From an optimization exercise on the open Yosys and OpenROAD flow, aimed at small area, a short achievable clock period and few clock cycles per item; shortcuts taken in it are not production practice. Function was checked by simulation only, so behaviour that the tests miss may differ from the original.

==> inputs of maple <==
==> flow/design.v (excerpt) <==
module bptc19696 (
    input  wire         clk,
    input  wire         rst,           
    input  wire         start,
    input  wire         op,            
    input  wire [263:0] frame_in,      
    input  wire [95:0]  payload_in,    
    output wire         ready,
    output wire         done,
    output wire [263:0] frame_out,     
    output wire [95:0]  payload_out    
);
==> flow/config.mk <==
export PLATFORM = sky130hd
export DESIGN_NAME = bptc19696
export DESIGN_NICKNAME = bptc19696
export VERILOG_FILES = /design/flow/design.v
export SDC_FILE = /design/flow/constraint.sdc
export NUM_CORES = 4
export LEC_CHECK = 0
export CAP_MARGIN = 20
export CORE_MARGIN = 2
export CORE_UTILIZATION = 25
export SLEW_MARGIN = 20
==> flow/constraint.sdc <==
create_clock -name core_clock -period 10.0 [get_ports {clk}]
set_input_delay 2.0000 -clock core_clock [delete_from_list [all_inputs] [get_ports {clk}]]
set_output_delay 2.0000 -clock core_clock [all_outputs]
set_load 0.01 [all_outputs]
run.sh (not shown) runs the stock make flow with config.mk's settings and CLKGATE_MAP_FILE= SYNTH_SCRIPT=/design/flow/synth_recipe.tcl, a recipe that flattens the netlist after the stock synthesis.
==> inputs of nickel, as changes to maple <==
--- a/flow/design.v
+++ b/flow/design.v
@@ -61,26 +61,23 @@
             h1393_parity[3] = d[0] ^ d[2] ^ d[4] ^ d[5] ^ d[8];
         end
     endfunction
     function [12:0] h1393_flip(input [3:0] s);
         begin
-            case (s)
-                4'h1: h1393_flip = 13'd1 << 9;
-                4'h2: h1393_flip = 13'd1 << 10;
-                4'h3: h1393_flip = 13'd1 << 6;
-                4'h4: h1393_flip = 13'd1 << 11;
-                4'h5: h1393_flip = 13'd1 << 3;
-                4'h6: h1393_flip = 13'd1 << 7;
-                4'h7: h1393_flip = 13'd1 << 1;
-                4'h8: h1393_flip = 13'd1 << 12;
-                4'hA: h1393_flip = 13'd1 << 4;
-                4'hC: h1393_flip = 13'd1 << 8;
-                4'hD: h1393_flip = 13'd1 << 5;
-                4'hE: h1393_flip = 13'd1 << 2;
-                4'hF: h1393_flip = 13'd1 << 0;
-                default: h1393_flip = 13'd0;    
-            endcase
+            h1393_flip[0]  = (s == 4'hF);
+            h1393_flip[1]  = (s == 4'h7);
+            h1393_flip[2]  = (s == 4'hE);
+            h1393_flip[3]  = (s == 4'h5);
+            h1393_flip[4]  = (s == 4'hA);
+            h1393_flip[5]  = (s == 4'hD);
+            h1393_flip[6]  = (s == 4'h3);
+            h1393_flip[7]  = (s == 4'h6);
+            h1393_flip[8]  = (s == 4'hC);
+            h1393_flip[9]  = (s == 4'h1);
+            h1393_flip[10] = (s == 4'h2);
+            h1393_flip[11] = (s == 4'h4);
+            h1393_flip[12] = (s == 4'h8);
         end
     endfunction
     function [3:0] h15113_parity(input [10:0] d);
         begin
             h15113_parity[0] = d[0] ^ d[1] ^ d[2] ^ d[3] ^ d[5] ^ d[7] ^ d[8];
@@ -89,53 +86,53 @@
             h15113_parity[3] = d[0] ^ d[1] ^ d[2] ^ d[4] ^ d[6] ^ d[7] ^ d[10];
         end
     endfunction
     function [14:0] h15113_flip(input [3:0] s);
         begin
-            case (s)
-                4'h1: h15113_flip = 15'd1 << 11;
-                4'h2: h15113_flip = 15'd1 << 12;
-                4'h3: h15113_flip = 15'd1 << 8;
-                4'h4: h15113_flip = 15'd1 << 13;
-                4'h5: h15113_flip = 15'd1 << 5;
-                4'h6: h15113_flip = 15'd1 << 9;
-                4'h7: h15113_flip = 15'd1 << 3;
-                4'h8: h15113_flip = 15'd1 << 14;
-                4'h9: h15113_flip = 15'd1 << 0;
-                4'hA: h15113_flip = 15'd1 << 6;
-                4'hB: h15113_flip = 15'd1 << 1;
-                4'hC: h15113_flip = 15'd1 << 10;
-                4'hD: h15113_flip = 15'd1 << 7;
-                4'hE: h15113_flip = 15'd1 << 4;
-                4'hF: h15113_flip = 15'd1 << 2;
-                default: h15113_flip = 15'd0;
-            endcase
+            h15113_flip[0]  = (s == 4'h9);
+            h15113_flip[1]  = (s == 4'hB);
+            h15113_flip[2]  = (s == 4'hF);
+            h15113_flip[3]  = (s == 4'h7);
+            h15113_flip[4]  = (s == 4'hE);
+            h15113_flip[5]  = (s == 4'h5);
+            h15113_flip[6]  = (s == 4'hA);
+            h15113_flip[7]  = (s == 4'hD);
+            h15113_flip[8]  = (s == 4'h3);
+            h15113_flip[9]  = (s == 4'h6);
+            h15113_flip[10] = (s == 4'hC);
+            h15113_flip[11] = (s == 4'h1);
+            h15113_flip[12] = (s == 4'h2);
+            h15113_flip[13] = (s == 4'h4);
+            h15113_flip[14] = (s == 4'h8);
         end
     endfunction
     reg [195:1] P;          
     reg [7:0]   kx;         
     reg         busy;       
     reg [2:0]   pass;       
     reg         done_r;     
+    reg [59:0]  S;          
     wire [195:0] Pz = {P, 1'b0};
     wire [195:0] colc;             
     wire [195:0] nxt;              
     wire [14:0]  col_fix;          
-    wire [3:0]   colpar [0:14];    
+    wire [195:1] P_next;           
+    wire [59:0]  S_next;           
     genvar gc, gr, gb;
     generate
         for (gc = 0; gc < 15; gc = gc + 1) begin : g_col
             wire [12:0] w;
+            wire [12:0] wn;
             for (gb = 0; gb < 13; gb = gb + 1) begin : g_bit
-                assign w[gb] = Pz[gc + 1 + 15 * gb];
-            end
-            wire [3:0]  par = h1393_parity(w[8:0]);
-            wire [3:0]  syn = par ^ w[12:9];
+                assign w[gb]  = Pz[gc + 1 + 15 * gb];
+                assign wn[gb] = P_next[gc + 1 + 15 * gb];
+            end
+            wire [3:0]  syn = S[4 * gc +: 4];
             wire [12:0] flip = h1393_flip(syn);
             wire [12:0] cw = w ^ flip;
-            assign colpar[gc]  = par;
             assign col_fix[gc] = |flip;
+            assign S_next[4 * gc +: 4] = h1393_parity(wn[8:0]) ^ wn[12:9];
             for (gb = 0; gb < 13; gb = gb + 1) begin : g_wb
                 assign colc[gc + 1 + 15 * gb] = cw[gb];
             end
         end
         assign colc[0] = 1'b0;
@@ -173,12 +170,14 @@
             end else begin : g_mat
                 assign load_value[gb] = op ? enc_data[gb] : frame_in[dint_bit(gb)];
             end
         end
     endgenerate
+    assign P_next = accept ? load_value : nxt[195:1];
     always @(posedge clk) begin
-        P <= accept ? load_value : nxt[195:1];
+        P <= P_next;
+        S <= S_next;
     end
     integer j;
     always @(posedge clk) begin
         for (j = 0; j < 8; j = j + 1)
             kx[j] <= frame_in[keep_bit(60 + j)];
@@ -209,11 +208,11 @@
             if (gb < 4) begin : g_z
                 assign E[gb] = 1'b0;
             end else if (gb < 136) begin : g_p
                 assign E[gb] = P[gb];
             end else begin : g_c
-                assign E[gb] = colpar[(gb - 136) % 15][(gb - 136) / 15];
+                assign E[gb] = S[4 * ((gb - 136) % 15) + (gb - 136) / 15] ^ P[gb];
             end
         end
     endgenerate
     wire [67:0] kept = {kx, P[195:136]};
     generate
==> flow/flow/run.sh (new file) <==
#!/bin/bash
# Layout flow: the standard ORFS flow (standard synthesis unchanged), with
# one change in placement: the port buffers that ORFS inserts on every input
# and output are sky130_fd_sc_hd__buf_1 instead of the cell buffer_ports picks
# by default (clkdlybuf4s50_1, a slow delay cell).
# make's full output goes to flow_make.log in this folder; ORFS writes each
# tool's own log under orfs/logs/.
set -euo pipefail
bash standard.sh "BUFFER_PORTS_ARGS=-buffer_cell sky130_fd_sc_hd__buf_1" finish > flow_make.log 2>&1
==> flow/standard.sh (new file) <==
#!/bin/bash
# synth_recipe.tcl (not shown) runs the flow's synth.tcl, then flattens the netlist and writes it again
# the make line also repeats each setting of config.mk as NAME=value (left out here)
make -C /OpenROAD-flow-scripts/flow DESIGN_CONFIG=/design/flow/config.mk WORK_HOME=/design/flow/orfs CLKGATE_MAP_FILE= SYNTH_SCRIPT=/design/flow/synth_recipe.tcl "${@:-finish}"
- CORE_UTILIZATION: 25 -> 45
- CTS_CLUSTER_DIAMETER: not set -> 120
- CTS_CLUSTER_SIZE: not set -> 20
- SETUP_SLACK_MARGIN: not set -> 5
removed: flow/run.sh
==> qor.yml <==
cpLargestDelayFamily: "XOR/XNOR gates"
status: "finished clean"
post_cts_buffers: 0
nets: 3554
seq_area_um2: 4314
core-area_um2: 99860
taps: 1298
wl_per_cell_um: 28.17
crit_chain: "xnor3_1 > xnor2_2 > xnor2_1 > a21boi_0 > nand4bb_1 > nor4_1 > nand4_1 > nand2_1 > clkdlybuf4s50_1"
syn_inst: 2805
synth_compound_area_share_pct: 10.24
# the run above: maple

==> qor.yml <==
synth_compound_area_share_pct: 8.361
crit_chain: "buf_4 > nor4b_2 > nor4_2 > and4_1 > a41oi_4 > inv_2 > buf_2"
post_cts_buffers: 2
drive_gt1_share_pct: 7.524
taps: 773
syn_inst: 2927
cpLargestDelayFamily: "simple AND/OR/NAND/NOR gates"
nets: 3608
fill_cells: 5835
wl_per_cell_um: 28.35
routed_wl_um: 114000
max_freq_ghz: 0.2011
seq_area_um2: 5434
status: "finished clean"
# the run above: nickel

Testbench counts of maple, summed over its fixed seeds: cycles 7,055, items 3,200.
Testbench counts of nickel, summed over its fixed seeds: cycles 7,055, items 3,200.

[afterwards: timing with drivers on the ports]
How much do the figures lean on ideal ports? The routed layouts below were timed once more, with nothing changed but the port constraints. Step 1, drivers: a clkbuf_16 drives clk and a buf_2 each remaining input, both assumed. Step 2, shift: input delay + t, output delay - t, t = (earliest + latest rising clock arrival at the registers) / 2. This alone moves slack from input paths to output paths. Three values: ideal ports, drivers, drivers and shift; two values: the first two.
| run | shift t [ns] | setup WS [ns] | hold slack, ns | worst setup path at the end | slew at the worst register clock pin (ns) |
|---|---|---|---|---|---|
| maple | 0.675 | 2.838 / 2.768 / 3.443 | 0.512 / 0.512 / 0.512 | register to output | 0.06 / 0.06 |
| nickel | 0.607 | 5.027 / 4.961 / 4.748 | 0.514 / 0.514 / 0.514 | input to register | 0.11 / 0.11 |
After both steps setup and hold are still met in every run listed. For nickel, which loses most, drivers alone change the setup slack by -0.066 ns; drivers and shift together by -0.279 ns.
